Background: an optimization exercise with open tools, aiming at small area. Do not read the settings as production practice.
The RTL was checked by simulation tests, not by an equivalence proof against the original design.
No activity file was given, so power comes from the tool's default toggle rates.

==> flow/design.v <==
module ft300_core (
    input  wire         clk,
    input  wire         rst,
    input  wire [63:0]  time_now,
    input  wire         cmd_valid,
    output wire         cmd_ready,
    input  wire [7:0]   cmd_word,
    input  wire         rx_valid,
    input  wire         rx_timeout,
    output wire         rx_ready,
    input  wire [7:0]   rx_data,
    output reg          rsp_valid,
    output reg  [2:0]   rsp_op,
    output reg  [3:0]   rsp_status,
    output wire [107:0] rsp_sample,
    output wire [63:0]  rsp_freq
);
    localparam [2:0] S_IDLE = 3'd0, S_DISC = 3'd1, S_CAPT = 3'd2,
                     S_READY = 3'd3, S_READING = 3'd4, S_STOP = 3'd5;
    localparam [2:0] D_IDLE = 3'd0, D_WAITE = 3'd1, D_EPASS = 3'd2, D_WAITL = 3'd3,
                     D_LOAD = 3'd4, D_STEP = 3'd5, D_DONE = 3'd6;
    integer k;
    reg [6:0] z;
    reg [2:0] p5;
    wire [2:0] ph8 = z[2:0];
    wire ph8_7 = (ph8 == 3'd7);
    wire p5_0  = (p5 == 3'd0);
    wire p5_4  = (p5 == 3'd4);
    always @(posedge clk) begin
        if (rst) begin
            z  <= 7'd0;
            p5 <= 3'd0;
        end else begin
            z  <= (z == 7'd95) ? 7'd0 : z + 7'd1;
            p5 <= p5_4 ? 3'd0 : p5 + 3'd1;
        end
    end
    reg [2:0] sess;
    reg       busy;           
    reg [4:0] cnt;
    reg       prev20;
    reg       calm;           
    reg       zref_zero;      
    reg       wclr;           
    reg       freq_en;        
    reg       jdec, jwclr, jcopy, jclr, jcommit;
    reg       copy_run, clr_run, commit_run;
    reg [2:0] dstate;
    reg [5:0] step;
    wire inflight = (sess == S_DISC) || (sess == S_CAPT) || (sess == S_READING);
    wire ev_cycle = !busy && ph8_7;
    assign cmd_ready = ev_cycle && !inflight;
    assign rx_ready  = ev_cycle && inflight;
    wire cmd_fire  = cmd_valid && cmd_ready;
    wire to_fire   = rx_ready && rx_timeout;
    wire byte_fire = rx_ready && rx_valid && !rx_timeout;
    wire [2:0] c_op  = cmd_word[2:0];
    wire       c_cal = cmd_word[3];
    wire       c_bad = (cmd_word[7:4] != 4'd0) || (c_op > 3'd4) || (c_cal && (c_op != 3'd1));
    wire [4:0] cnt1  = (cnt == 5'd16) ? 5'd16 : cnt + 5'd1;
    wire       match = (cnt != 5'd0) && prev20 && (rx_data == 8'h4E);
    wire       frame = (cnt[4] || cnt == 5'd15);
    wire       ins   = byte_fire && !match;
    reg [7:0] w [0:14];
    reg       win_shift, win_pass, ptype_dec;
    reg [3:0] pb;
    wire      chain = win_shift | win_pass;
    wire [6:0] t   = {pb, ph8};
    wire [2:0] fld = pb[3:1];
    wire [3:0] j   = {pb[0], ph8};
    wire       end_pass = win_pass && (pb == 4'd14) && ph8_7;
    wire       wdata;
    always @(posedge clk) begin
        for (k = 0; k < 15; k = k + 1)
            w[k][6:0] <= w[k][7:1];
        for (k = 0; k < 13; k = k + 1)
            w[k][7] <= chain ? w[k+1][0] : w[k][0];
        w[13][7] <= win_pass ? wdata : (chain ? w[14][0] : w[13][0]);
        w[14][7] <= chain ? w[0][0] : w[14][0];
        if (ins)
            w[14] <= rx_data;
    end
    reg [95:0] zr;
    wire       zwe, zwd;
    always @(posedge clk) begin
        zr <= {zr[0], zwe ? zwd : zr[95], zr[94:1]};
    end
    wire s   = w[14][0];         
    wire u   = w[1][0];          
    wire zen = !(calm || zref_zero);
    wire zA  = zr[0]  & zen;     
    wire zB  = zr[95] & zen;     
    wire j0  = (j == 4'd0);
    wire j1  = (j == 4'd1);
    wire j15 = (j == 4'd15);
    wire kj  = (j == 4'd2);      
    reg  bF;
    wire fbin = j0 ? 1'b0 : bF;
    wire fo   = s ^ zA ^ fbin;
    wire fbo  = (~s & (zA | fbin)) | (zA & fbin);
    wire fsg  = s ^ zA ^ fbo;
    reg  [2:0] sg;
    reg        ca1, rl, tie;
    reg  [2:0] acc, r5;
    wire a1    = j0 ? ~u : (u ^ kj ^ ca1);
    wire c1o   = j0 ? u : ((u & kj) | (u & ca1) | (kj & ca1));
    wire a16   = u & ~ca1;
    reg  [2:0] wgt;
    always @(*) begin
        case (j[1:0])
            2'd1: wgt = 3'd1;
            2'd2: wgt = 3'd2;
            2'd3: wgt = 3'd4;
            default: wgt = 3'd3;
        endcase
    end
    wire [3:0] asum = {1'b0, acc} + (a1 ? {1'b0, wgt} : 4'd0) + ((j15 && a16) ? 4'd2 : 4'd0);
    reg  [2:0] accn;
    always @(*) begin
        case (asum)
            4'd0, 4'd5, 4'd10: accn = 3'd0;
            4'd1, 4'd6, 4'd11: accn = 3'd1;
            4'd2, 4'd7, 4'd12: accn = 3'd2;
            4'd3, 4'd8, 4'd13: accn = 3'd3;
            default:           accn = 3'd4;
        endcase
    end
    reg  ca2, bg, by, bq, ym1, ym2;
    wire a2   = j0 ? ~s : (s ^ kj ^ ca2);
    wire c2o  = j0 ? s : ((s & kj) | (s & ca2) | (kj & ca2));
    wire r5b  = (j == 4'd1) ? r5[0] : (j == 4'd2) ? r5[1] : (j == 4'd3) ? r5[2] : 1'b0;
    wire bgi  = j1 ? 1'b0 : bg;
    wire g    = a2 ^ r5b ^ bgi;
    wire bgo  = (~a2 & (r5b | bgi)) | (r5b & bgi);
    wire ym2v = (j1 || kj) ? 1'b0 : ym2;
    wire byi  = j1 ? 1'b0 : by;
    wire y    = g ^ ym2v ^ byi;
    wire byo  = (~g & (ym2v | byi)) | (ym2v & byi);
    wire bqi  = j1 ? 1'b0 : bq;
    wire q    = y ^ zB ^ bqi;
    wire bqo  = (~y & (zB | bqi)) | (zB & bqi);
    wire qo   = j1 ? (q & ~tie) : q;
    reg  dly;
    wire force_f = (fld < 3'd3);
    wire sgsel   = (fld == 3'd3) ? sg[0] : (fld == 3'd4) ? sg[1] : sg[2];
    assign wdata = !ptype_dec ? 1'b0 :
                   force_f    ? fo :
                   (fld < 3'd6) ? (j0 ? sgsel : qo) : 1'b0;
    assign zwe = win_pass && ptype_dec && calm && (t != 7'd0) && (t <= 7'd96);
    assign zwd = (force_f || j0) ? dly : qo;
    always @(posedge clk) begin
        bF  <= fbo;
        ca1 <= c1o;
        ca2 <= c2o;
        bg  <= bgo;
        by  <= byo;
        bq  <= bqo;
        ym1 <= y;
        ym2 <= ym1;
        dly <= force_f ? s : qo;
        acc <= j0 ? 3'd0 : accn;
        if (j0)
            rl <= u;
        if (j15 && (fld == 3'd2 || fld == 3'd3 || fld == 3'd4)) begin
            r5  <= accn;
            tie <= rl && (accn == 3'd0);
        end
        if (j15 && fld == 3'd0) sg[0] <= fsg;
        if (j15 && fld == 3'd1) sg[1] <= fsg;
        if (j15 && fld == 3'd2) sg[2] <= fsg;
    end
    reg  [15:0] crc;
    reg         crc_ok;
    wire [15:0] ccur = (t == 7'd0) ? 16'h4498 : crc;
    wire        cfb  = ccur[0] ^ s;
    always @(posedge clk) begin
        if (t < 7'd96)
            crc <= {1'b0, ccur[15:1]} ^ (cfb ? 16'hA001 : 16'h0000);
        else
            crc <= {1'b0, crc[15:1]};
        if (t == 7'd96)
            crc_ok <= (crc[0] == s);
        else if (t < 7'd112)
            crc_ok <= crc_ok & (crc[0] == s);
    end
    reg  [7:0] tt [0:7];
    reg  [7:0] ss [0:7];
    wire       tload   = ev_cycle;
    wire       dq_mode = (dstate == D_LOAD) || (dstate == D_STEP) || (dstate == D_DONE);
    wire [7:0] dq_in;
    always @(posedge clk) begin
        for (k = 0; k < 7; k = k + 1) begin
            tt[k] <= tt[k+1];
            ss[k] <= ss[k+1];
        end
        tt[7] <= tt[0];
        ss[7] <= copy_run ? tt[0] : ss[0];
        if (dq_mode)
            tt[4] <= dq_in;
        if (tload)
            for (k = 0; k < 8; k = k + 1)
                tt[k] <= time_now[8*k +: 8];
    end
    reg [7:0] ee [0:4];
    reg [7:0] rr [0:4];
    reg [7:0] xx [0:4];
    reg [7:0] qq [0:4];
    reg        eb, ezero, big;
    wire [8:0] ed    = {1'b0, tt[0]} - {1'b0, ss[0]} - {8'd0, (ph8 == 3'd0) ? 1'b0 : eb};
    wire       eload = (dstate == D_EPASS) && (ph8 < 3'd5);
    reg        cx, xmax, xeq;
    reg  [7:0] kd, xmd;
    always @(*) begin
        case (p5)
            3'd1: begin kd = 8'h24; xmd = 8'hDC; end
            3'd2: begin kd = 8'hF4; xmd = 8'h0B; end
            3'd3: begin kd = 8'h00; xmd = 8'h23; end
            3'd4: begin kd = 8'h00; xmd = 8'hF4; end
            default: begin kd = 8'h00; xmd = 8'h00; end
        endcase
    end
    wire [8:0] xs   = {1'b0, xx[0]} + {1'b0, kd} + {8'd0, p5_0 ? 1'b0 : cx};
    wire [7:0] xnew = xmax ? 8'h00 : xs[7:0];
    wire       xeqn = (p5_0 ? 1'b1 : xeq) & (xnew == xmd);
    reg        sR, cR, rsh, qsh, dnext, rnz;
    wire       rsi  = p5_0 ? dnext : rsh;
    wire [7:0] ra   = {rr[0][6:0], rsi};
    wire [7:0] rb   = ee[0] ^ {8{~sR}};
    wire       rci  = p5_0 ? ~sR : cR;
    wire [8:0] rsum = {1'b0, ra} + {1'b0, rb} + {8'd0, rci};
    wire       qsi  = p5_0 ? ((step == 6'd0) ? 1'b0 : ~sR) : qsh;
    assign dq_in = (dstate == D_LOAD) ? xnew :
                   (dstate == D_STEP) ? {tt[0][6:0], qsi} : tt[0];
    reg        cq;
    wire       ru   = ~sR & (rnz | tt[0][0]);
    wire [8:0] qi   = {1'b0, tt[0]} + {8'd0, p5_0 ? ru : cq};
    wire [7:0] qnew = big ? 8'h00 : qi[7:0];
    always @(posedge clk) begin
        for (k = 0; k < 4; k = k + 1) begin
            ee[k] <= ee[k+1];
            rr[k] <= rr[k+1];
            xx[k] <= xx[k+1];
            qq[k] <= qq[k+1];
        end
        ee[4] <= eload ? ed[7:0] : ee[0];
        rr[4] <= (dstate == D_LOAD) ? 8'd0 : rsum[7:0];
        xx[4] <= (commit_run) ? xnew : clr_run ? 8'd0 : xx[0];
        qq[4] <= (commit_run && !ezero) ? qnew : clr_run ? 8'd0 : qq[0];
        eb  <= ed[8];
        cx  <= xs[8];
        xeq <= xeqn;
        cR  <= rsum[8];
        rsh <= rr[0][7];
        qsh <= tt[0][7];
        cq  <= qi[8];
        if (dstate == D_EPASS) begin
            ezero <= ((ph8 == 3'd0) ? 1'b1 : ezero) & (ed[7:0] == 8'd0);
            big   <= ((ph8 == 3'd0) ? 1'b0 : big) |
                     ((ph8 == 3'd4) ? (|ed[7:5]) : (ph8 > 3'd4) ? (|ed[7:0]) : 1'b0);
        end
        if (dstate == D_LOAD) begin
            sR <= 1'b0;
            if (p5_4) dnext <= xnew[7];
        end
        if (dstate == D_STEP && p5_4) begin
            sR    <= rsum[7];
            dnext <= tt[0][6];
        end
        if (dstate == D_STEP && step == 6'd36)
            rnz <= (p5_0 ? 1'b0 : rnz) | (|rsum[7:0]);
        if (commit_run && p5_4)
            xmax <= xeqn;
        if (clr_run)
            xmax <= 1'b0;
    end
    wire [119:0] wv;
    wire [39:0]  qv;
    genvar gi, gb;
    generate
        for (gi = 0; gi < 15; gi = gi + 1) begin : g_wv
            assign wv[8*gi +: 8] = w[gi];
        end
        for (gi = 0; gi < 5; gi = gi + 1) begin : g_qv
            assign qv[8*gi +: 8] = qq[gi];
        end
        for (gi = 0; gi < 3; gi = gi + 1) begin : g_force
            for (gb = 0; gb < 16; gb = gb + 1) begin : g_b
                assign rsp_sample[18*gi + gb] = wv[(112 + 16*gi + gb) % 120];
            end
            assign rsp_sample[18*gi + 16] = wv[(112 + 48 + 16*gi) % 120];
            assign rsp_sample[18*gi + 17] = wv[(112 + 48 + 16*gi) % 120];
        end
        for (gi = 3; gi < 6; gi = gi + 1) begin : g_torque
            for (gb = 0; gb < 14; gb = gb + 1) begin : g_b
                assign rsp_sample[18*gi + gb] = wv[(112 + 16*gi + gb + 1) % 120];
            end
            for (gb = 14; gb < 18; gb = gb + 1) begin : g_s
                assign rsp_sample[18*gi + gb] = wv[(112 + 16*gi + 14) % 120];
            end
        end
    endgenerate
    assign rsp_freq = {28'd0, qv[35:0] & {36{freq_en}}};
    wire start_dec = busy && jdec && !win_pass && (z == 7'd95);
    wire start_clr = busy && jwclr && !jdec && !win_pass && ph8_7;
    wire resp_now  = busy && !jdec && !jwclr && !win_pass && !jcopy && !copy_run &&
                     !jclr && !clr_run && !jcommit && !commit_run && ph8_7 && p5_4;
    always @(posedge clk) begin
        rsp_valid <= 1'b0;
        if (rst) begin
            sess       <= S_IDLE;
            busy       <= 1'b0;
            cnt        <= 5'd0;
            wclr       <= 1'b0;
            freq_en    <= 1'b0;
            jdec       <= 1'b0;
            jwclr      <= 1'b0;
            jcopy      <= 1'b0;
            jclr       <= 1'b0;
            jcommit    <= 1'b0;
            copy_run   <= 1'b0;
            clr_run    <= 1'b0;
            commit_run <= 1'b0;
            dstate     <= D_IDLE;
            step       <= 6'd0;
            win_shift  <= 1'b0;
            win_pass   <= 1'b0;
            ptype_dec  <= 1'b0;
            pb         <= 4'd0;
        end else begin
            if (cmd_fire) begin
                freq_en <= 1'b0;
                rsp_op  <= c_op;
                if (c_bad) begin
                    rsp_status <= 4'hB;
                    busy       <= 1'b1;
                    jwclr      <= !wclr;
                end else begin
                    case (c_op)
                        3'd1: begin
                            if (sess != S_IDLE) begin
                                rsp_status <= 4'hA;
                                busy       <= 1'b1;
                                jwclr      <= !wclr;
                            end else if (c_cal) begin
                                sess <= S_DISC;
                                cnt  <= 5'd0;
                            end else begin
                                zref_zero  <= 1'b1;
                                jcopy      <= 1'b1;
                                jclr       <= 1'b1;
                                sess       <= S_READY;
                                rsp_status <= 4'h0;
                                busy       <= 1'b1;
                                jwclr      <= !wclr;
                            end
                        end
                        3'd2: begin
                            if (sess == S_READY) begin
                                sess <= S_READING;
                                cnt  <= 5'd0;
                            end else begin
                                rsp_status <= 4'h8;
                                busy       <= 1'b1;
                                jwclr      <= !wclr;
                            end
                        end
                        3'd3: begin
                            if (sess == S_READY)
                                sess <= S_STOP;
                            rsp_status <= 4'h0;
                            busy       <= 1'b1;
                            jwclr      <= !wclr;
                        end
                        3'd4: begin
                            if (sess == S_READY) begin
                                jcopy      <= 1'b1;
                                jclr       <= 1'b1;
                                rsp_status <= 4'h0;
                            end else begin
                                rsp_status <= 4'h8;
                            end
                            busy  <= 1'b1;
                            jwclr <= !wclr;
                        end
                        default: ;
                    endcase
                end
            end
            if (byte_fire) begin
                if (match) begin
                    cnt <= 5'd0;
                    if (sess == S_DISC) begin
                        sess <= S_CAPT;
                    end else begin
                        busy    <= 1'b1;
                        freq_en <= 1'b0;
                        rsp_op  <= (sess == S_CAPT) ? 3'd1 : 3'd2;
                        calm    <= (sess == S_CAPT);
                        if (frame) begin
                            jdec <= 1'b1;
                            if (sess == S_CAPT) begin
                                jcopy <= 1'b1;
                                jclr  <= 1'b1;
                            end else begin
                                dstate <= D_WAITE;
                                sess   <= S_READY;
                            end
                        end else begin
                            rsp_status <= 4'h6;
                            jwclr      <= 1'b1;
                            sess       <= (sess == S_CAPT) ? S_IDLE : S_READY;
                        end
                    end
                end else begin
                    cnt    <= cnt1;
                    prev20 <= (rx_data == 8'h20);
                    wclr   <= 1'b0;
                end
            end
            if (to_fire) begin
                cnt <= 5'd0;
                if (sess == S_DISC) begin
                    sess <= S_CAPT;
                end else begin
                    busy       <= 1'b1;
                    freq_en    <= 1'b0;
                    rsp_op     <= (sess == S_CAPT) ? 3'd1 : 3'd2;
                    rsp_status <= 4'h5;
                    jwclr      <= !wclr;
                    sess       <= (sess == S_CAPT) ? S_IDLE : S_READY;
                end
            end
            if (ins)
                win_shift <= 1'b1;
            else if (ph8_7)
                win_shift <= 1'b0;
            if (start_dec || start_clr) begin
                win_pass  <= 1'b1;
                pb        <= 4'd0;
                ptype_dec <= start_dec;
                wclr      <= 1'b0;
            end else if (win_pass && ph8_7) begin
                if (pb == 4'd14) begin
                    if (ptype_dec && !crc_ok) begin
                        pb        <= 4'd0;
                        ptype_dec <= 1'b0;
                    end else begin
                        win_pass <= 1'b0;
                    end
                end else begin
                    pb <= pb + 4'd1;
                end
            end
            if (end_pass && ptype_dec) begin
                jdec <= 1'b0;
                if (crc_ok) begin
                    rsp_status <= 4'h0;
                    if (calm) begin
                        sess      <= S_READY;
                        zref_zero <= 1'b0;
                    end else begin
                        jcommit <= 1'b1;
                        freq_en <= 1'b1;
                    end
                end else begin
                    rsp_status <= 4'h4;
                    if (calm)
                        sess <= S_IDLE;
                end
            end
            if (end_pass && !ptype_dec) begin
                jwclr <= 1'b0;
                wclr  <= 1'b1;
            end
            if (jcopy && ph8_7) begin
                jcopy    <= 1'b0;
                copy_run <= 1'b1;
            end else if (ph8_7) begin
                copy_run <= 1'b0;
            end
            if (jclr && p5_4) begin
                jclr    <= 1'b0;
                clr_run <= 1'b1;
            end else if (p5_4) begin
                clr_run <= 1'b0;
            end
            if (jcommit && dstate == D_DONE && p5_4) begin
                jcommit    <= 1'b0;
                commit_run <= 1'b1;
            end else if (p5_4) begin
                commit_run <= 1'b0;
            end
            case (dstate)
                D_WAITE: if (ph8_7 && p5_4) dstate <= D_EPASS;
                D_EPASS: if (ph8_7) dstate <= D_WAITL;
                D_WAITL: begin
                    if (ezero || big)
                        dstate <= D_DONE;
                    else if (p5_4)
                        dstate <= D_LOAD;
                end
                D_LOAD: if (p5_4) begin
                    dstate <= D_STEP;
                    step   <= 6'd0;
                end
                D_STEP: if (p5_4) begin
                    step <= step + 6'd1;
                    if (step == 6'd36)
                        dstate <= D_DONE;
                end
                default: ;
            endcase
            if (resp_now) begin
                rsp_valid <= 1'b1;
                busy      <= 1'b0;
                dstate    <= D_IDLE;
            end
        end
    end
endmodule
==> flow/run.sh <==
#!/bin/bash
# synth_recipe.tcl (not shown) runs the flow's synth.tcl, then flattens the netlist and writes it again
# the make line also repeats each setting of config.mk as NAME=value (left out here)
make -C /OpenROAD-flow-scripts/flow DESIGN_CONFIG=/design/flow/config.mk WORK_HOME=/design/flow/orfs CLKGATE_MAP_FILE= SYNTH_SCRIPT=/design/flow/synth_recipe.tcl finish
==> flow/config.mk <==
export PLATFORM = sky130hd
export DESIGN_NAME = ft300_core
export DESIGN_NICKNAME = ft300_core
export VERILOG_FILES = /design/flow/design.v
export SDC_FILE = /design/flow/constraint.sdc
export NUM_CORES = 4
export LEC_CHECK = 0
export CAP_MARGIN = 20
export CORE_MARGIN = 2
export CORE_UTILIZATION = 65
export CTS_BUF_LIST = sky130_fd_sc_hd__clkbuf_4 sky130_fd_sc_hd__clkbuf_8
export PLACE_DENSITY = 0.75
export SLEW_MARGIN = 20
==> flow/constraint.sdc <==
create_clock -name core_clock -period 20.0 [get_ports {clk}]
set_input_delay 4.0000 -clock core_clock [delete_from_list [all_inputs] [get_ports {clk}]]
set_output_delay 4.0000 -clock core_clock [all_outputs]
set_load 0.01 [all_outputs]
==> results of run 1 <==
-- flip-flops by register name, summed over array words and instances (netlist names), 3 cells and up --
| register | count |
|---|---|
| qq | 40 |
| cnt | 5 |
| rr | 40 |
| crc | 16 |
| ss | 64 |
| zr | 96 |
| r5 | 3 |
| p5 | 3 |
| tt | 64 |
| z | 7 |
| dstate | 3 |
| xx | 40 |
| acc | 3 |
| rsp_status | 4 |
| sess | 3 |
| w | 120 |
| rsp_op | 3 |
| step | 6 |
| ee | 40 |
| sg | 3 |
| pb | 4 |
-- through the flow --
stage                     util [%]  worst slack, ns  total power [W]
final                        80.63            12.65         0.002720
after global routing         80.63            12.36         0.002829
after CTS                    80.63            12.63         0.002734
after detailed placement     73.67            13.28         0.001630
after global placement       73.67            13.33         0.001617
after floorplan                  -            14.23         0.001546
-- path summary, 6_finish.rpt --
check | from | to | slack (ns) | cells after the start
hold reg to reg | ss[5][4]$_DFF_P_ | ss[4][4]$_DFF_P_ | 0.31 | 0
setup / recovery | z[0]$_SDFF_PP0_ | cmd_ready | 12.65 | 7
setup reg to reg | z[0]$_SDFF_PP0_ | tie$_DFFE_PP_ | 15.26 | 14
hold / removal | ss[5][4]$_DFF_P_ | ss[4][4]$_DFF_P_ | 0.31 | 0
-- where the power goes --
part | leakage (nW) | switching [W] | internal, W
Clock | 1.09 | 0.000468 | 0.000637
Combinational | 3.83 | 0.000147 | 0.000112
Sequential | 4.99 | 0.0000406 | 0.00132
-- routing by layer --
| layer | vias up | routed length [µm] |
|---|---|---|
| li1 | 6346 | - |
| met3 | 97 | 2647 |
| met1 | 6140 | 17770 |
| met4 | 0 | 1251 |
| met2 | 459 | 20190 |
| met5 | - | 0 |
-- Yosys cell counts (10+ instances only) --
cell / n
sky130_fd_sc_hd__nand3_1: 23
sky130_fd_sc_hd__buf_4: 66
sky130_fd_sc_hd__a31oi_1: 20
sky130_fd_sc_hd__nor3_1: 24
sky130_fd_sc_hd__inv_1: 65
sky130_fd_sc_hd__fa_1: 13
sky130_fd_sc_hd__a211oi_1: 10
sky130_fd_sc_hd__edfxtp_1: 24
sky130_fd_sc_hd__buf_2: 12
sky130_fd_sc_hd__nor2_1: 99
sky130_fd_sc_hd__o21ai_0: 60
sky130_fd_sc_hd__nor3b_1: 11
sky130_fd_sc_hd__nand2_1: 276
sky130_fd_sc_hd__nand2b_1: 14
sky130_fd_sc_hd__ha_1: 54
sky130_fd_sc_hd__and3_1: 15
sky130_fd_sc_hd__mux2_2: 28
sky130_fd_sc_hd__a21oi_1: 76
sky130_fd_sc_hd__nor2b_1: 15
sky130_fd_sc_hd__and2_1: 61
sky130_fd_sc_hd__xnor2_1: 27
sky130_fd_sc_hd__dfxtp_1: 586
sky130_fd_sc_hd__xor2_1: 13
sky130_fd_sc_hd__clkbuf_1: 43
sky130_fd_sc_hd__mux2i_1: 13
sky130_fd_sc_hd__o211ai_1: 10
-- placed cells by master, fill, tap and decap left out, types with 11 or more instances in the layout --
cell	synthesis	layout
sky130_fd_sc_hd__a21oi_1	76	76
sky130_fd_sc_hd__a31oi_1	20	20
sky130_fd_sc_hd__and2_1	61	61
sky130_fd_sc_hd__and3_1	15	15
sky130_fd_sc_hd__clkbuf_4	0	18
sky130_fd_sc_hd__clkbuf_8	0	119
sky130_fd_sc_hd__clkdlybuf4s50_1	0	238
sky130_fd_sc_hd__clkinv_2	0	11
sky130_fd_sc_hd__conb_1	1	28
sky130_fd_sc_hd__dfxtp_1	586	586
sky130_fd_sc_hd__edfxtp_1	24	24
sky130_fd_sc_hd__fa_1	13	13
sky130_fd_sc_hd__ha_1	54	54
sky130_fd_sc_hd__inv_1	65	65
sky130_fd_sc_hd__mux2_2	28	28
sky130_fd_sc_hd__mux2i_1	13	13
sky130_fd_sc_hd__nand2_1	276	276
sky130_fd_sc_hd__nand2b_1	14	13
sky130_fd_sc_hd__nand3_1	23	23
sky130_fd_sc_hd__nor2_1	99	99
sky130_fd_sc_hd__nor2b_1	15	14
sky130_fd_sc_hd__nor3_1	24	24
sky130_fd_sc_hd__nor3b_1	11	11
sky130_fd_sc_hd__o21ai_0	60	60
sky130_fd_sc_hd__xnor2_1	27	27
sky130_fd_sc_hd__xor2_1	13	13
-- cell families after synthesis --
family / synth area share [%]
DFF: 63.59
xor gates and xnor gates: 1.789
other: 0.01915
muxes: 2.390
AOI/OAI and AO/OA: 7.846
buffers and inverters: 5.175
and+or+nand+nor: 14.41
adders and majority gates: 4.779
-- final cells by class --
type                            instances  share of cell area (%)
Clock buffer                          137                   7.419
Clock inverter                         22                   1.204
Inverter                               66                   1.037
Multi-Input combinational cell       1014                   26.06
Sequential cell                       610                   52.11
Tap cell                              390                   2.042
Timing Repair Buffer                  243                   10.13
==> results.cfg, run 1 <==
[logic_synthesis]
async_reset_ff_share_pct = 0
post_synthesis_register_bit_count = 610
syn-instance-count = 1793
synthDominantAreaCellType = sky130_fd_sc_hd__dfxtp_1
synth-edff-count = 24
syn-cell-area_mm2 = 0.01958
synth_sequential_area_ratio_pct = 63.59
ys.warnings.count = 8
ys_types = 80
synth_top_cells_by_area = sky130_fd_sc_hd__dfxtp_1, sky130_fd_sc_hd__nand2_1, sky130_fd_sc_hd__edfxtp_1
dominantRegCellSynth = sky130_fd_sc_hd__dfxtp_1
synth_top_area_share_pct = 59.91
avg_cell_area_syn_um2 = 10.92

[die]
row_count = 63
initial_utilization_pct = 66.07
core_area_mm2 = 0.02964
die-area_mm2 = 0.03153
die-width_um = 177.6
design.portCount = 267
dieHeight_um = 177.6

[pwr]
leakagePower_nw = 9.915
irDropWorstVdd_mv = 0.07108
power_density_mw_per_mm2 = 113.8

[clocking]
cts_setup_buffers = 0
ctsLongestPathBuffers = 3
cts_root_buf = sky130_fd_sc_hd__clkbuf_8
clk-insertion-delay-late_ns = 0.63
cts_buffers = 90
clk_pin_slew_ns = 0.07
holdBufCountCts = 0
clkSinkCount = 610
tritoncts_clock_tree = done
post_cts_resize_count = 0
cts-htree-levels = 3

[min_path]
hp-class = flip-flop to flip-flop

[placed_design]
place_hpwl_um = 28260
dp_cells = 2323
io_buffers = 238
gpl.final_weighted_congestion = 0.8657
placed_area_mm2 = 0.02184

[timing]
clock_skew_ns = 0.04551
final_min_period_over_clock_period_pct = 36.74
worstMarginPinSlew_ns = 1.087
hold_ws_ns = 0.3085
rsz0062_at_grt = no
final-hold-violation-count = 0
relSlewSlack_pct = 27.38
max_freq_mhz = 136.1
finalSetupViolCount = 0
totalNegativeSetupSlack_ns = 0
timing_max_transition_violations_final = 0
period_needed_ns = 7.348

[grt]
first_global_vias = 13150
globalRouteMet3Util_pct = 5.977
grt_util_met2_pct = 44.77
grt.busiest_layer = met2
gr-usage-all-layers_pct = 26.65
grt.met1_usage_pct = 33.39
grt_start_max_net_pins = 74
grt_pass1_wl_um = 66540
number_of_antenna_violations_at_the_first_check_in_global_routing = 0
global_route.overflow_total = 0

[worst_setup_path]
required_ns = 16.00
critPathTopFamily = buffers and inverters
crit_type = flip-flop to output pin
arrival_ns = 3.35
cp_cell_sequence = ha_1, ha_1, nor2b_4, buf_4, nand2_1, nor2_1, clkdlybuf4s50_1
critical_path_peak_fanout = 73
cpMaxStageDelayCell = sky130_fd_sc_hd__buf_4
critical_path.most_common_cell = sky130_fd_sc_hd__ha_1
critical_path.endpoint_type = output pin
crit_buf_inv = 2
cp_slowest_stage_delay_ns = 0.55
crit_path_start_kind = flip-flop

[final_layout]
antenna_cells_inserted = 0
fillers = 1839
final-instance-count-excl-fill = 2482
final_net_count = 2177
final_design_area_no_fill_mm2 = 0.02390
multi_input_area_mm2 = 0.006228
layout_overhead_on_the_synthesized_area_pct = 22.03
final-seq-area_mm2 = 0.01245
drive_gt1_share_pct = 10.28

[run]
max-cap-violations = 0

[detailed_routing]
vias_per_cell = 5.255
wl_per_cell_um = 16.87
drtPass1Iterations = 5
drt.antenna.violating_nets = 0
drt-initial-drc-count = 854
finalWirelength_um = 41860
detail_route.drc_violations = 0
detailroute.via_count = 13040

[run_status]
status = timing/DRC/antenna clean
==> run 2: changes to the inputs <==
--- a/flow/config.mk
+++ b/flow/config.mk
@@ -8,6 +8,5 @@
 export CAP_MARGIN = 20
 export CORE_MARGIN = 2
-export CORE_UTILIZATION = 65
-export CTS_BUF_LIST = sky130_fd_sc_hd__clkbuf_4 sky130_fd_sc_hd__clkbuf_8
-export PLACE_DENSITY = 0.75
+export CORE_UTILIZATION = 40
+export PLACE_DENSITY = 0.6
 export SLEW_MARGIN = 20
==> run 2 against run 1 <==
Against the previous run: combinational power fell by 3%; wire length fell by 4.2%; non-clock buffer count fell by 1; core utilization fell by 31 points; total power rose by 1.7%; register-to-register slack improved by 0.06 ns; still clean on timing, DRC and antenna; via count fell by 3.5%; first-iteration DRC count fell by 13%; hold slack got worse by 0.020 ns; largest cell class unchanged; critical endpoint unchanged.
==> results.cfg, run 2 <==
[run_status]
status = timing/DRC/antenna clean

[final_layout]
final_net_count = 2145
multi_input_area_mm2 = 0.006235
mostFrequentLayoutCells = sky130_fd_sc_hd__dfxtp_1, sky130_fd_sc_hd__nand2_1, sky130_fd_sc_hd__clkdlybuf4s50_1
layout_overhead_on_the_synthesized_area_pct = 23.78
most_common_library_cell_in_the_layout_ignoring_fill_and_taps = sky130_fd_sc_hd__dfxtp_1
antenna_cells_inserted = 0
registers.top_by_ff_count = w
drive_gt1_share_pct = 7.587
final-seq-area_mm2 = 0.01245
largestRegisters = w (120), zr (96)
final_design_area_no_fill_mm2 = 0.02424
fillers = 4429
flip_flop_count_of_the_largest_register_after_layout = 120

[min_path]
hp-class = flip-flop to flip-flop

[clocking]
cts_root_buf = sky130_fd_sc_hd__clkbuf_16
tritoncts_clock_tree = done
cts_setup_buffers = 0
cts-htree-levels = 2
clk_pin_slew_ns = 0.06
clk-insertion-delay-late_ns = 0.63
cts_buffers = 59
ctsLongestPathBuffers = 3
post_cts_resize_count = 0
clkSinkCount = 610
holdBufCountCts = 0

[logic_synthesis]
ys_types = 80
synth_sequential_area_ratio_pct = 63.59
yosys-top-cells-count = sky130_fd_sc_hd__dfxtp_1, sky130_fd_sc_hd__nand2_1, sky130_fd_sc_hd__nor2_1
avg_cell_area_syn_um2 = 10.92
syn-cell-area_mm2 = 0.01958
dominantRegCellSynth = sky130_fd_sc_hd__dfxtp_1
synth_most_common_cell = sky130_fd_sc_hd__dfxtp_1
synth-edff-count = 24
ys.warnings.count = 8
synth_top_cells_by_area = sky130_fd_sc_hd__dfxtp_1, sky130_fd_sc_hd__nand2_1, sky130_fd_sc_hd__edfxtp_1
synth_top_area_share_pct = 59.91
post_synthesis_register_bit_count = 610
syn-instance-count = 1793
synthDominantAreaCellType = sky130_fd_sc_hd__dfxtp_1
async_reset_ff_share_pct = 0

[grt]
global_route.overflow_total = 0
grt_pass1_wl_um = 63770
gr-usage-all-layers_pct = 15.67
first_global_vias = 12270
number_of_antenna_violations_at_the_first_check_in_global_routing = 0
grt_start_max_net_pins = 74

[worst_setup_path]
critical_path_peak_fanout = 73
arrival_ns = 3.44
crit_type = flip-flop to output pin
crit_path_start_kind = flip-flop
required_ns = 16.00
critical_path.endpoint_type = output pin

[die]
design.portCount = 267
dieHeight_um = 225.3
initial_utilization_pct = 40.25
core_area_mm2 = 0.04865
die-width_um = 225.3
die-area_mm2 = 0.05074
row_count = 81

[timing]
rsz0062_at_grt = no
relSlewSlack_pct = 31.39
worstMarginPinSlew_ns = 1.027
totalNegativeSetupSlack_ns = 0
timing_max_transition_violations_final = 0
finalSetupViolCount = 0
final_min_period_over_clock_period_pct = 37.22
period_needed_ns = 7.445
hold_ws_ns = 0.2888
max_freq_mhz = 134.3
clock_skew_ns = 0.05492
final-hold-violation-count = 0

[placed_design]
gpl.final_weighted_congestion = 0.8262
io_buffers = 238
place_hpwl_um = 28060
placed_area_mm2 = 0.02212

[detailed_routing]
drt.antenna.violating_nets = 0
vias_per_cell = 4.722
wl_per_cell_um = 15.05
detailroute.via_count = 12580
detail_route.drc_violations = 0
drtPass1Iterations = 5
drt-initial-drc-count = 747
finalWirelength_um = 40110

[pwr]
seqPwrFrac_pct = 49.0
irDropWorstVdd_mv = 0.07767
post-layout-total-power_w = 0.002766
comb_power_share_pct = 9.1
net-switching-power_w = 0.0006498
net_sw_share_pct = 23.50
leakagePower_nw = 9.844
cell_internal_pwr_w = 0.002116
p_clk_share_pct = 41.9
power_density_mw_per_mm2 = 114.1

[run]
max-cap-violations = 0
## run 2: cell counts after synthesis
No cell type changed its count.
## run 2: power by group through the flow
stage	logic, W	registers [W]	clock network, W
after floorplan	0.000182	0.00136	0
after global placement	0.000247	0.00138	0
after detailed placement	0.000250	0.00138	0
after CTS	0.000253	0.00135	0.00119
after global routing	0.000287	0.00136	0.00124
final	0.000252	0.00135	0.00116
## run 2: critical path, stage by stage (launching register included)
cell and delay (ns):
sky130_fd_sc_hd__dfxtp_1 0.44, sky130_fd_sc_hd__ha_1 0.29, sky130_fd_sc_hd__ha_1 0.43, sky130_fd_sc_hd__nor2b_4 0.21, sky130_fd_sc_hd__buf_4 0.56, sky130_fd_sc_hd__nand2_1 0.10, sky130_fd_sc_hd__nor2_1 0.20, sky130_fd_sc_hd__clkdlybuf4s50_1 0.58
## run 2: logic make-up (layout without fill, tap and decap cells)
| logic type | after synthesis | after routing | share of synthesized area [%] |
|---|---|---|---|
| and+or+nand+nor | 595 | 595 | 14.41 |
| other | 1 | 28 | 0.01915 |
| muxes | 42 | 42 | 2.390 |
| xor gates and xnor gates | 40 | 40 | 1.789 |
| AOI/OAI and AO/OA | 242 | 242 | 7.846 |
| DFF | 610 | 610 | 63.59 |
| adders and majority gates | 67 | 67 | 4.779 |
| buffers and inverters | 196 | 419 | 5.175 |
## run 2: cell type report
type / count / area share, %
clock inverters: 22 / 1.321
well taps: 622 / 3.211
inverters: 66 / 1.022
multi-input cells: 1014 / 25.72
clock buffers: 89 / 7.397
repair buffers: 242 / 9.952
flip-flops and latches: 610 / 51.38
## run 2: metal layers
metal | global-route usage (%) | up-vias | part of all wire [%]
li1 | - | 6276 | -
met1 | 21.46 | 5923 | 47
met2 | 24.53 | 319 | 45
met3 | 3.416 | 65 | 5.6
met4 | 5.341 | 0 | 2.1
met5 | 0 | - | 0
## run 2: metrics by stage
step	utilization (%)	setup slack, ns	instances
4_1_cts	49.81	12.48	2665
3_3_place_gp	45.47	13.23	2554
3_5_place_dp	45.47	13.19	2554
5_1_grt	49.83	12.26	2665
6_report	49.83	12.56	2665
2_1_floorplan	-	14.23	1820
## run 2: path summary, 6_finish.rpt
| kind | startpoint | endpoint | slack (ns) | cells after the start |
|---|---|---|---|---|
| setup / recovery | z[0]$_SDFF_PP0_ | cmd_ready | 12.56 | 7 |
| hold / removal | rr[3][7]$_DFF_P_ | rr[2][7]$_DFF_P_ | 0.29 | 0 |
| setup reg to reg | z[0]$_SDFF_PP0_ | tie$_DFFE_PP_ | 15.32 | 14 |
| hold reg to reg | rr[3][7]$_DFF_P_ | rr[2][7]$_DFF_P_ | 0.29 | 0 |
==> run 3: changes to the inputs <==
==> flow/flow/run.sh (new file) <==
#!/bin/bash
# Standard ORFS flow with two layout choices changed: the port buffers use the
# smallest buffer cell, and clock tree synthesis adds no dummy loads.
set -euo pipefail
export BUFFER_PORTS_ARGS="-buffer_cell sky130_fd_sc_hd__buf_1"
export CTS_ARGS="-sink_clustering_enable -repair_clock_nets -dont_use_dummy_load"
bash standard.sh > flow.log 2>&1
==> flow/standard.sh (new file) <==
#!/bin/bash
# synth_recipe.tcl (not shown) runs the flow's synth.tcl, then flattens the netlist and writes it again
# the make line also repeats each setting of config.mk as NAME=value (left out here)
make -C /OpenROAD-flow-scripts/flow DESIGN_CONFIG=/design/flow/config.mk WORK_HOME=/design/flow/orfs CLKGATE_MAP_FILE= SYNTH_SCRIPT=/design/flow/synth_recipe.tcl "${@:-finish}"
--- a/flow/config.mk
+++ b/flow/config.mk
@@ -8,5 +8,5 @@
 export CAP_MARGIN = 20
 export CORE_MARGIN = 2
-export CORE_UTILIZATION = 40
-export PLACE_DENSITY = 0.6
+export CORE_UTILIZATION = 65
+export PLACE_DENSITY = 0.75
 export SLEW_MARGIN = 20
removed: flow/run.sh
==> run 3 against run 2 <==
Against the previous run: hold slack gained 0.016 ns; combinational power shrank 5%; clock-buffer cell count down 34; sequential share of layout area increased by 5.9 points; sequential power about the same; largest power group unchanged; critical path depth stayed put; die area shrank 38%; sequential cell count stayed put; clock skew up 0.0047 ns; final cell count decreased by 11%; design area fell by 10%.
==> results.cfg, run 3 <==
[detailed_routing]
drt.antenna.violating_nets = 0
drtPass1Iterations = 6
wl_per_cell_um = 16.22
detail_route.drc_violations = 0
vias_per_cell = 5.309
finalWirelength_um = 38590
detailroute.via_count = 12630
drt-initial-drc-count = 925

[placed_design]
gpl.final_weighted_congestion = 0.8476
place_hpwl_um = 26420
io_buffers = 238

[logic_synthesis]
synth_top_area_share_pct = 59.91
yosys-top-cells-count = sky130_fd_sc_hd__dfxtp_1, sky130_fd_sc_hd__nand2_1, sky130_fd_sc_hd__nor2_1
synth_sequential_area_ratio_pct = 63.59
post_synthesis_register_bit_count = 610
ys.warnings.count = 8
synthDominantAreaCellType = sky130_fd_sc_hd__dfxtp_1
synth-edff-count = 24
ys_types = 80
synth_most_common_cell = sky130_fd_sc_hd__dfxtp_1
async_reset_ff_share_pct = 0
avg_cell_area_syn_um2 = 10.92
dominantRegCellSynth = sky130_fd_sc_hd__dfxtp_1
syn-cell-area_mm2 = 0.01958
synth_top_cells_by_area = sky130_fd_sc_hd__dfxtp_1, sky130_fd_sc_hd__nand2_1, sky130_fd_sc_hd__edfxtp_1
syn-instance-count = 1793

[timing]
final_min_period_over_clock_period_pct = 34.40
finalSetupViolCount = 0
timing_max_transition_violations_final = 0
clock_skew_ns = 0.05966
period_needed_ns = 6.879
worstMarginPinSlew_ns = 0.9494
totalNegativeSetupSlack_ns = 0
rsz0062_at_grt = no
relSlewSlack_pct = 36.62
max_freq_mhz = 145.4
final-hold-violation-count = 0

[worst_setup_path]
crit_type = flip-flop to output pin
critical_path.most_common_cell = sky130_fd_sc_hd__ha_1
crit_buf_inv = 2
arrival_ns = 2.88
critical_path_peak_fanout = 73
cp_cell_sequence = ha_1, ha_1, nor2b_4, buf_4, nand2_1, nor2_1, buf_1
critPathTopFamily = adder cells
required_ns = 16.00
cp_slowest_stage_delay_ns = 0.53
crit_path_start_kind = flip-flop
cpMaxStageDelayCell = sky130_fd_sc_hd__buf_4
critical_path.endpoint_type = output pin

[final_layout]
layout_overhead_on_the_synthesized_area_pct = 10.97
final-seq-area_mm2 = 0.01245
most_common_library_cell_in_the_layout_ignoring_fill_and_taps = sky130_fd_sc_hd__dfxtp_1
mostFrequentLayoutCells = sky130_fd_sc_hd__dfxtp_1, sky130_fd_sc_hd__nand2_1, sky130_fd_sc_hd__buf_1
registers.top_by_ff_count = w
fillers = 2172
multi_input_area_mm2 = 0.006228
flip_flop_count_of_the_largest_register_after_layout = 120
largestRegisters = w (120), zr (96)
final_net_count = 2143
drive_gt1_share_pct = 5.631
antenna_cells_inserted = 0

[die]
die-width_um = 177.6
die-area_mm2 = 0.03153
dieHeight_um = 177.6
row_count = 63
core_area_mm2 = 0.02964
initial_utilization_pct = 66.07
design.portCount = 267

[pwr]
irDropWorstVdd_mv = 0.08008
post-layout-total-power_w = 0.002465
leakagePower_nw = 8.931
power_density_mw_per_mm2 = 113.4

[clocking]
cts_buffers = 55
ctsLongestPathBuffers = 3
cts_setup_buffers = 0
tritoncts_clock_tree = done
clkSinkCount = 610
clk_pin_slew_ns = 0.06
clk-insertion-delay-late_ns = 0.57
holdBufCountCts = 0
cts-htree-levels = 2
cts_root_buf = sky130_fd_sc_hd__clkbuf_16
post_cts_resize_count = 0

[grt]
first_global_vias = 12090
grt_start_max_net_pins = 74
number_of_antenna_violations_at_the_first_check_in_global_routing = 0
global_route.overflow_total = 0
gr-usage-all-layers_pct = 23.99
grt_pass1_wl_um = 60650

[run_status]
status = timing/DRC/antenna clean

[min_path]
hp-class = flip-flop to flip-flop

[run]
max-cap-violations = 0
## run 3: power by group
group          internal, W  switching, W
clock network     0.000480      0.000389
logic            0.0000989      0.000141
registers          0.00132     0.0000406
total              0.00189      0.000571
## run 3: logic make-up (layout without fill, tap and decap cells)
family          count (synthesis)  after routing  share of synthesized area, %
buf+inv                       196            365                         5.175
flops                         610            610                         63.59
compound gates                242            242                         7.846
fa+ha+maj                      67             67                         4.779
other cells                     1             28                       0.01915
xor+xnor                       40             40                         1.789
mux                            42             42                         2.390
simple gates                  595            595                         14.41
## run 3: path summary, 6_finish.rpt
kind | from | to | slack, ns | cells past startpoint
worst max-delay path | z[1]$_SDFF_PP0_ | cmd_ready | 13.12 | 7
worst min-delay path | w[12][5]$_DFF_P_ | w[12][4]$_DFF_P_ | 0.30 | 0
worst max register to register | z[1]$_SDFF_PP0_ | tie$_DFFE_PP_ | 15.42 | 14
worst min register to register | w[12][5]$_DFF_P_ | w[12][4]$_DFF_P_ | 0.30 | 0
## run 3: per-stage QoR
stage	utilization (%)	hold slack, ns	worst slack (ns)	cell area [µm²]	cells
finish	73.32	0.3045	13.12	21730	2379
global route	73.32	0.3047	12.87	21730	2379
CTS	73.32	0.2971	13.07	21730	2379
detailed placement	68.68	0.3121	13.64	20350	2324
global placement	68.68	0.3097	13.64	20350	2324
floorplan	-	0.3096	14.23	19680	1820
## run 3: layout make-up
class / count / area share, %
flip-flops and latches: 610 / 57.30
multi-input cells: 1014 / 28.66
clock buffers: 55 / 6.333
repair buffers: 244 / 4.318
well taps: 390 / 2.246
inverters: 66 / 1.140
## run 3: worst register-to-register path, stage by stage, from the launching register on
cell and delay (ns):
sky130_fd_sc_hd__dfxtp_1 0.42, sky130_fd_sc_hd__inv_1 0.11, sky130_fd_sc_hd__ha_1 0.22, sky130_fd_sc_hd__or3b_2 0.38, sky130_fd_sc_hd__inv_1 0.18, sky130_fd_sc_hd__nand2_1 0.12, sky130_fd_sc_hd__a21boi_0 0.34, sky130_fd_sc_hd__o21ai_0 0.21
sky130_fd_sc_hd__fa_1 0.53, sky130_fd_sc_hd__inv_1 0.04, sky130_fd_sc_hd__ha_1 0.20, sky130_fd_sc_hd__fa_1 0.37, sky130_fd_sc_hd__xor2_1 0.48, sky130_fd_sc_hd__mux4_2 0.42, sky130_fd_sc_hd__nor4b_1 0.35
## run 3: metal layers
layer / track usage [%] / part of all wire [%] / wire length (µm)
met1: 31.60 / 45 / 17240
met5: 0 / 0 / 0
met2: 40.55 / 48 / 18550
met3: 3.728 / 4.8 / 1846
met4: 7.889 / 2.5 / 955
==> run 4: changes to the inputs <==
--- a/flow/flow/run.sh
+++ b/flow/flow/run.sh
@@ -4,4 +4,4 @@
 set -euo pipefail
 export BUFFER_PORTS_ARGS="-buffer_cell sky130_fd_sc_hd__buf_1"
-export CTS_ARGS="-sink_clustering_enable -repair_clock_nets -dont_use_dummy_load"
+export CTS_ARGS="-sink_clustering_enable -repair_clock_nets -dont_use_dummy_load -buf_list sky130_fd_sc_hd__clkbuf_8 -sink_clustering_size 18 -sink_clustering_max_diameter 45"
 bash standard.sh > flow.log 2>&1
==> run 4 against run 3 <==
Against the previous run: non-clock buffer count is the same; synthesized area stayed put; clock-buffer cell count fell by 6; largest power group unchanged; highest routed layer unchanged.
==> results.cfg, run 4 <==
[detailed_routing]
drtPass1Iterations = 5
detailroute.via_count = 12430
wl_per_cell_um = 15.67
drt-initial-drc-count = 717
drt.antenna.violating_nets = 0
vias_per_cell = 5.240
finalWirelength_um = 37200
detail_route.drc_violations = 0

[timing]
totalNegativeSetupSlack_ns = 0
final_min_period_over_clock_period_pct = 34.49
clock_skew_ns = 0.04974
worstMarginPinSlew_ns = 0.9179
hold_ws_ns = 0.2917
rsz0062_at_grt = no
period_needed_ns = 6.898
max_freq_mhz = 145.0
final-hold-violation-count = 0
layout_setup_ws_ns = 13.10
relSlewSlack_pct = 38.72
finalSetupViolCount = 0
timing_max_transition_violations_final = 0

[grt]
grt_pass1_wl_um = 58390
grt_start_max_net_pins = 74
first_global_vias = 11760
global_route.overflow_total = 0
number_of_antenna_violations_at_the_first_check_in_global_routing = 0
gr-usage-all-layers_pct = 23.08

[die]
die-area_mm2 = 0.03153
initial_utilization_pct = 66.07
die-width_um = 177.6
design.portCount = 267
core_area_mm2 = 0.02964
dieHeight_um = 177.6
row_count = 63

[pwr]
p_clk_share_pct = 26.3
post-layout-total-power_w = 0.002159
leakagePower_nw = 8.606
power_density_mw_per_mm2 = 102.7
net_sw_share_pct = 24.44
cell_internal_pwr_w = 0.001631
comb_power_share_pct = 11.0
irDropWorstVdd_mv = 0.07232
seqPwrFrac_pct = 62.7
net-switching-power_w = 0.0005278

[logic_synthesis]
synth_sequential_area_ratio_pct = 63.59
ys_types = 80
synth-edff-count = 24
ys.warnings.count = 8
dominantRegCellSynth = sky130_fd_sc_hd__dfxtp_1
yosys-top-cells-count = sky130_fd_sc_hd__dfxtp_1, sky130_fd_sc_hd__nand2_1, sky130_fd_sc_hd__nor2_1
syn-cell-area_mm2 = 0.01958
synth_top_area_share_pct = 59.91
synth_top_cells_by_area = sky130_fd_sc_hd__dfxtp_1, sky130_fd_sc_hd__nand2_1, sky130_fd_sc_hd__edfxtp_1
synth_most_common_cell = sky130_fd_sc_hd__dfxtp_1
syn-instance-count = 1793
avg_cell_area_syn_um2 = 10.92
async_reset_ff_share_pct = 0
post_synthesis_register_bit_count = 610
synthDominantAreaCellType = sky130_fd_sc_hd__dfxtp_1

[final_layout]
flip_flop_count_of_the_largest_register_after_layout = 120
registers.top_by_ff_count = w
mostFrequentLayoutCells = sky130_fd_sc_hd__dfxtp_1, sky130_fd_sc_hd__nand2_1, sky130_fd_sc_hd__buf_1
most_common_library_cell_in_the_layout_ignoring_fill_and_taps = sky130_fd_sc_hd__dfxtp_1
final_net_count = 2137
largestRegisters = w (120), zr (96)
fillers = 2290
layout_overhead_on_the_synthesized_area_pct = 7.386
antenna_cells_inserted = 0
drive_gt1_share_pct = 5.345

[worst_setup_path]
critical_path.endpoint_type = output pin
arrival_ns = 2.90
cp-startpoint = z[0]$_SDFF_PP0_
required_ns = 16.00
crit_path_start_kind = flip-flop
worst_r2r_startpoint = z[0]$_SDFF_PP0_
crit_type = flip-flop to output pin
critical_path_peak_fanout = 73

[clocking]
ctsLongestPathBuffers = 3
cts_setup_buffers = 0
holdBufCountCts = 0
cts_buffers = 49
tritoncts_clock_tree = done
post_cts_resize_count = 0
cts_root_buf = sky130_fd_sc_hd__clkbuf_8
clk-insertion-delay-late_ns = 0.58
clk_pin_slew_ns = 0.10
cts-htree-levels = 2
clkSinkCount = 610

[min_path]
hp-class = flip-flop to flip-flop
worst_min_path_start = ee[1][0]$_DFF_P_

[run]
max-cap-violations = 0

[placed_design]
place_hpwl_um = 26420
io_buffers = 238
post-place-ws_ns = 13.64
gpl.final_weighted_congestion = 0.8476

[run_status]
status = timing/DRC/antenna clean
run 4: area by class of cell:
| type | count | area [µm²] | area share, % |
|---|---|---|---|
| Tap cell | 390 | 488.0 | 2.320 |
| Sequential cell | 610 | 12450 | 59.21 |
| Clock buffer | 49 | 674.4 | 3.207 |
| Multi-Input combinational cell | 1014 | 6228 | 29.62 |
| Inverter | 66 | 247.7 | 1.178 |
| Timing Repair Buffer | 244 | 938.4 | 4.462 |
run 4: cell families after synthesis:
| logic type | count (synthesis) | share of synthesized area, % |
|---|---|---|
| compound gates | 242 | 7.846 |
| flops | 610 | 63.59 |
| fa+ha+maj | 67 | 4.779 |
| simple gates | 595 | 14.41 |
| other cells | 1 | 0.01915 |
| xor+xnor | 40 | 1.789 |
| buf+inv | 196 | 5.175 |
| mux | 42 | 2.390 |
run 4: critical path, cell delays in order, from the launching register on:
cell and delay [ns]:
sky130_fd_sc_hd__dfxtp_1 0.45, sky130_fd_sc_hd__ha_1 0.32, sky130_fd_sc_hd__ha_1 0.42, sky130_fd_sc_hd__nor2b_4 0.21, sky130_fd_sc_hd__buf_4 0.54, sky130_fd_sc_hd__nand2_1 0.10, sky130_fd_sc_hd__nor2_1 0.11, sky130_fd_sc_hd__buf_1 0.16
run 4: worst paths after layout:
kind	to	slack, ns	cells after the start
worst max-delay path	cmd_ready	13.10	7
worst min-delay path	ee[0][0]$_DFF_P_	0.29	0
worst max register to register	tie$_DFFE_PP_	15.42	14
worst min register to register	ee[0][0]$_DFF_P_	0.29	0
run 4: power by group through the flow:
stage               Combinational (W)  Clock, W  Sequential [W]
finish                       0.000237  0.000568         0.00135
floorplan                    0.000182         0         0.00136
global placement             0.000229         0         0.00138
CTS                          0.000238  0.000585         0.00135
detailed placement           0.000236         0         0.00138
global route                 0.000268  0.000630         0.00136
run 4: per-stage QoR:
stage	std cells	util (%)	area [µm²]
2_1_floorplan	1820	-	19680
3_3_place_gp	2324	68.68	20350
3_5_place_dp	2324	68.68	20350
4_1_cts	2373	70.95	21030
5_1_grt	2373	70.95	21030
6_report	2373	70.95	21030
run 4: routing by layer:
layer  vias up  global-route usage [%]  wire [µm]
li1       6205                       -          -
met1      5836                   31.38      17220
met2       333                   38.10      17410
met3        60                   3.578       1742
met4         0                   7.172        825
met5         -                       0          0
==> run 5: changes to the inputs <==
==> flow/flow/run.sh (replaced) <==
#!/bin/bash
# Standard ORFS flow with two layout choices changed: the port buffers use the
# smallest buffer cell, and clock tree synthesis adds no dummy loads.
set -euo pipefail
export BUFFER_PORTS_ARGS="-buffer_cell sky130_fd_sc_hd__buf_1"
export CTS_ARGS="-sink_clustering_enable -repair_clock_nets -dont_use_dummy_load -buf_list {sky130_fd_sc_hd__clkbuf_8 sky130_fd_sc_hd__clkbuf_16} -sink_clustering_size 30 -sink_clustering_max_diameter 60"
bash standard.sh > flow.log 2>&1
==> run 5 against run 4 <==
Against the previous run: register-to-register slack worse by 0.04 ns; wire length up 0.68%; critical path type unchanged; critical path depth unchanged; still clean; global-route usage up 0.18 points; via count down 0.10%; maximum frequency up 1.1%; design area up 0.96%; core utilization up 0.68 points; die area unchanged; total power up 4.7%.
==> results.cfg, run 5 <==
[pwr]
p_clk_share_pct = 29.5
comb_power_share_pct = 10.6
seqPwrFrac_pct = 59.9
power_density_mw_per_mm2 = 106.4
leakagePower_nw = 8.685
cell_internal_pwr_w = 0.001725
net-switching-power_w = 0.0005349
net_sw_share_pct = 23.67
irDropWorstVdd_mv = 0.07238

[worst_setup_path]
timing.reg2reg.setup_slack_ns = 15.38
required_ns = 16.00
worstRegToRegCells = 14
crit_type = flip-flop to output pin
critical_path.endpoint_type = output pin
arrival_ns = 2.82
critical_path_peak_fanout = 73
crit_path_start_kind = flip-flop

[detailed_routing]
finalWirelength_um = 37450
wl_per_cell_um = 15.88
detailroute.via_count = 12420
drt-initial-drc-count = 817
vias_per_cell = 5.265
detail_route.drc_violations = 0
drtPass1Iterations = 5
drt.antenna.violating_nets = 0

[clocking]
clkSinkCount = 610
cts_setup_buffers = 0
holdBufCountCts = 0
ctsLongestPathBuffers = 3
clk_pin_slew_ns = 0.11
cts_buffers = 35
tritoncts_clock_tree = done
clk-insertion-delay-late_ns = 0.54
cts_root_buf = sky130_fd_sc_hd__clkbuf_16
post_cts_resize_count = 0
cts-htree-levels = 2

[timing]
totalNegativeSetupSlack_ns = 0
rsz0062_at_grt = no
final_min_period_over_clock_period_pct = 34.11
worstMarginPinSlew_ns = 0.9384
max_freq_mhz = 146.6
period_needed_ns = 6.823
relSlewSlack_pct = 36.86
final-hold-violation-count = 0
clock_skew_ns = 0.04491
layout_setup_ws_ns = 13.18
timing_max_transition_violations_final = 0
finalSetupViolCount = 0

[final_layout]
layout_overhead_on_the_synthesized_area_pct = 8.415
flip_flop_count_of_the_largest_register_after_layout = 120
largestRegisters = w (120), zr (96)
drive_gt1_share_pct = 4.672
final-instance-count-excl-fill = 2359
registers.top_by_ff_count = w
mostFrequentLayoutCells = sky130_fd_sc_hd__dfxtp_1, sky130_fd_sc_hd__nand2_1, sky130_fd_sc_hd__buf_1
antenna_cells_inserted = 0
final_design_area_no_fill_mm2 = 0.02123
final_net_count = 2123
most_common_library_cell_in_the_layout_ignoring_fill_and_taps = sky130_fd_sc_hd__dfxtp_1

[grt]
number_of_antenna_violations_at_the_first_check_in_global_routing = 0
gr-usage-all-layers_pct = 23.26
first_global_vias = 11740
global_route.overflow_total = 0
grt_pass1_wl_um = 58800
grt_start_max_net_pins = 74

[placed_design]
post-place-ws_ns = 13.64
io_buffers = 238
placed_area_mm2 = 0.02035
gpl.final_weighted_congestion = 0.8476
place_hpwl_um = 26420
dp_cells = 2324

[die]
initial_utilization_pct = 66.07
die-area_mm2 = 0.03153
dieHeight_um = 177.6
die-width_um = 177.6
row_count = 63
core_area_mm2 = 0.02964
design.portCount = 267

[logic_synthesis]
synth_most_common_cell = sky130_fd_sc_hd__dfxtp_1
yosys-top-cells-count = sky130_fd_sc_hd__dfxtp_1, sky130_fd_sc_hd__nand2_1, sky130_fd_sc_hd__nor2_1
synth_top_area_share_pct = 59.91
synthDominantAreaCellType = sky130_fd_sc_hd__dfxtp_1
dominantRegCellSynth = sky130_fd_sc_hd__dfxtp_1
synth_sequential_area_ratio_pct = 63.59
synth-edff-count = 24
avg_cell_area_syn_um2 = 10.92
async_reset_ff_share_pct = 0
synth_top_cells_by_area = sky130_fd_sc_hd__dfxtp_1, sky130_fd_sc_hd__nand2_1, sky130_fd_sc_hd__edfxtp_1
post_synthesis_register_bit_count = 610
syn-instance-count = 1793
syn-cell-area_mm2 = 0.01958
ys_types = 80
ys.warnings.count = 8

[run_status]
status = timing/DRC/antenna clean

[min_path]
whs_path_depth = 0
hp-class = flip-flop to flip-flop

[run]
max-cap-violations = 0
-- run 5: changes by cell type in the layout (fill, tap and decap cells not counted), sizes merged --
cell    delta
clkbuf    -14
-- run 5: final timing paths --
kind | end | from
max | cmd_ready | z[0]$_SDFF_PP0_
min | xx[1][6]$_DFF_P_ | xx[2][6]$_DFF_P_
max reg2reg | tie$_DFFE_PP_ | z[0]$_SDFF_PP0_
min reg2reg | xx[1][6]$_DFF_P_ | xx[2][6]$_DFF_P_
-- run 5: kinds of logic (layout without fill, tap and decap cells) --
family / Yosys count / after routing / synth area share, %
other: 1 / 28 / 0.01915
adders and majority gates: 67 / 67 / 4.779
AOI/OAI and AO/OA: 242 / 242 / 7.846
xor gates and xnor gates: 40 / 40 / 1.789
and+or+nand+nor: 595 / 595 / 14.41
muxes: 42 / 42 / 2.390
buffers and inverters: 196 / 345 / 5.175
DFF: 610 / 610 / 63.59
-- run 5: stage by stage --
stage / hold WS [ns] / util [%] / power [W]
after floorplan: 0.3096 / - / 0.001546
after global placement: 0.3097 / 68.68 / 0.001607
after detailed placement: 0.3121 / 68.68 / 0.001616
after CTS: 0.3078 / 71.63 / 0.002275
after global routing: 0.3105 / 71.63 / 0.002357
final: 0.3058 / 71.63 / 0.002260
-- run 5: metal layers --
layer	share of wire [%]	GRT usage (%)
met5	0	0
met3	4.6	3.428
met4	1.7	5.874
met1	46	31.29
met2	48	39.55
-- run 5: cell type report --
class,instances,area [µm²]
clock buffers,35,875.8
fillers,2265,8408
inverters,66,247.7
multi-input cells,1014,6228
flip-flops and latches,610,12450
well taps,390,488.0
repair buffers,244,938.4
-- run 5: power by group through the flow --
stage / clock [W] / sequential, W / combinational, W
detailed placement: 0 / 0.00138 / 0.000236
global placement: 0 / 0.00138 / 0.000229
CTS: 0.000683 / 0.00135 / 0.000239
floorplan: 0 / 0.00136 / 0.000182
global route: 0.000726 / 0.00136 / 0.000269
finish: 0.000667 / 0.00135 / 0.000239
-- run 5: critical path, cell delays in order, from the launching register on --
cell and delay, ns:
sky130_fd_sc_hd__dfxtp_1 0.44, sky130_fd_sc_hd__ha_1 0.32, sky130_fd_sc_hd__ha_1 0.42, sky130_fd_sc_hd__nor2b_4 0.21, sky130_fd_sc_hd__buf_4 0.53, sky130_fd_sc_hd__nand2_1 0.10
sky130_fd_sc_hd__nor2_1 0.11, sky130_fd_sc_hd__buf_1 0.16

==> afterwards: timing with drivers on the ports <==
In the flow no input, the clock included, has a driving cell. The finished layouts below were timed again as built, in two steps.
Step 1 sets driving cells, clkbuf_16 on the clock port and buf_2 on the other inputs (assumed; they add their load-dependent delay and slew).
Step 2 moves the port delays by t, midway between the first and last clock arrival at a register: inputs arrive t later, outputs are due t later. That takes back most of the time a late clock gives input paths.
a / b / c = no drivers / after step 1 / after step 2; a / b = the first two.
run	t, ns	setup WS [ns]	worst setup path after step 2	worst register clock-pin slew, ns	worst slew at a driven data input, ns
run 1	0.657	12.652 / 12.601 / 13.207	input to register	0.07 / 0.07	0.06
run 2	0.659	12.555 / 12.502 / 13.161	register to output	0.07 / 0.07	0.06
run 3	0.597	13.121 / 13.069 / 13.503	input to register	0.07 / 0.07	0.05
run 4	0.613	13.102 / 13.054 / 13.515	input to register	0.10 / 0.10	0.05
run 5	0.566	13.177 / 13.124 / 13.427	input to register	0.11 / 0.11	0.05
After both steps setup and hold are still met in every run listed.
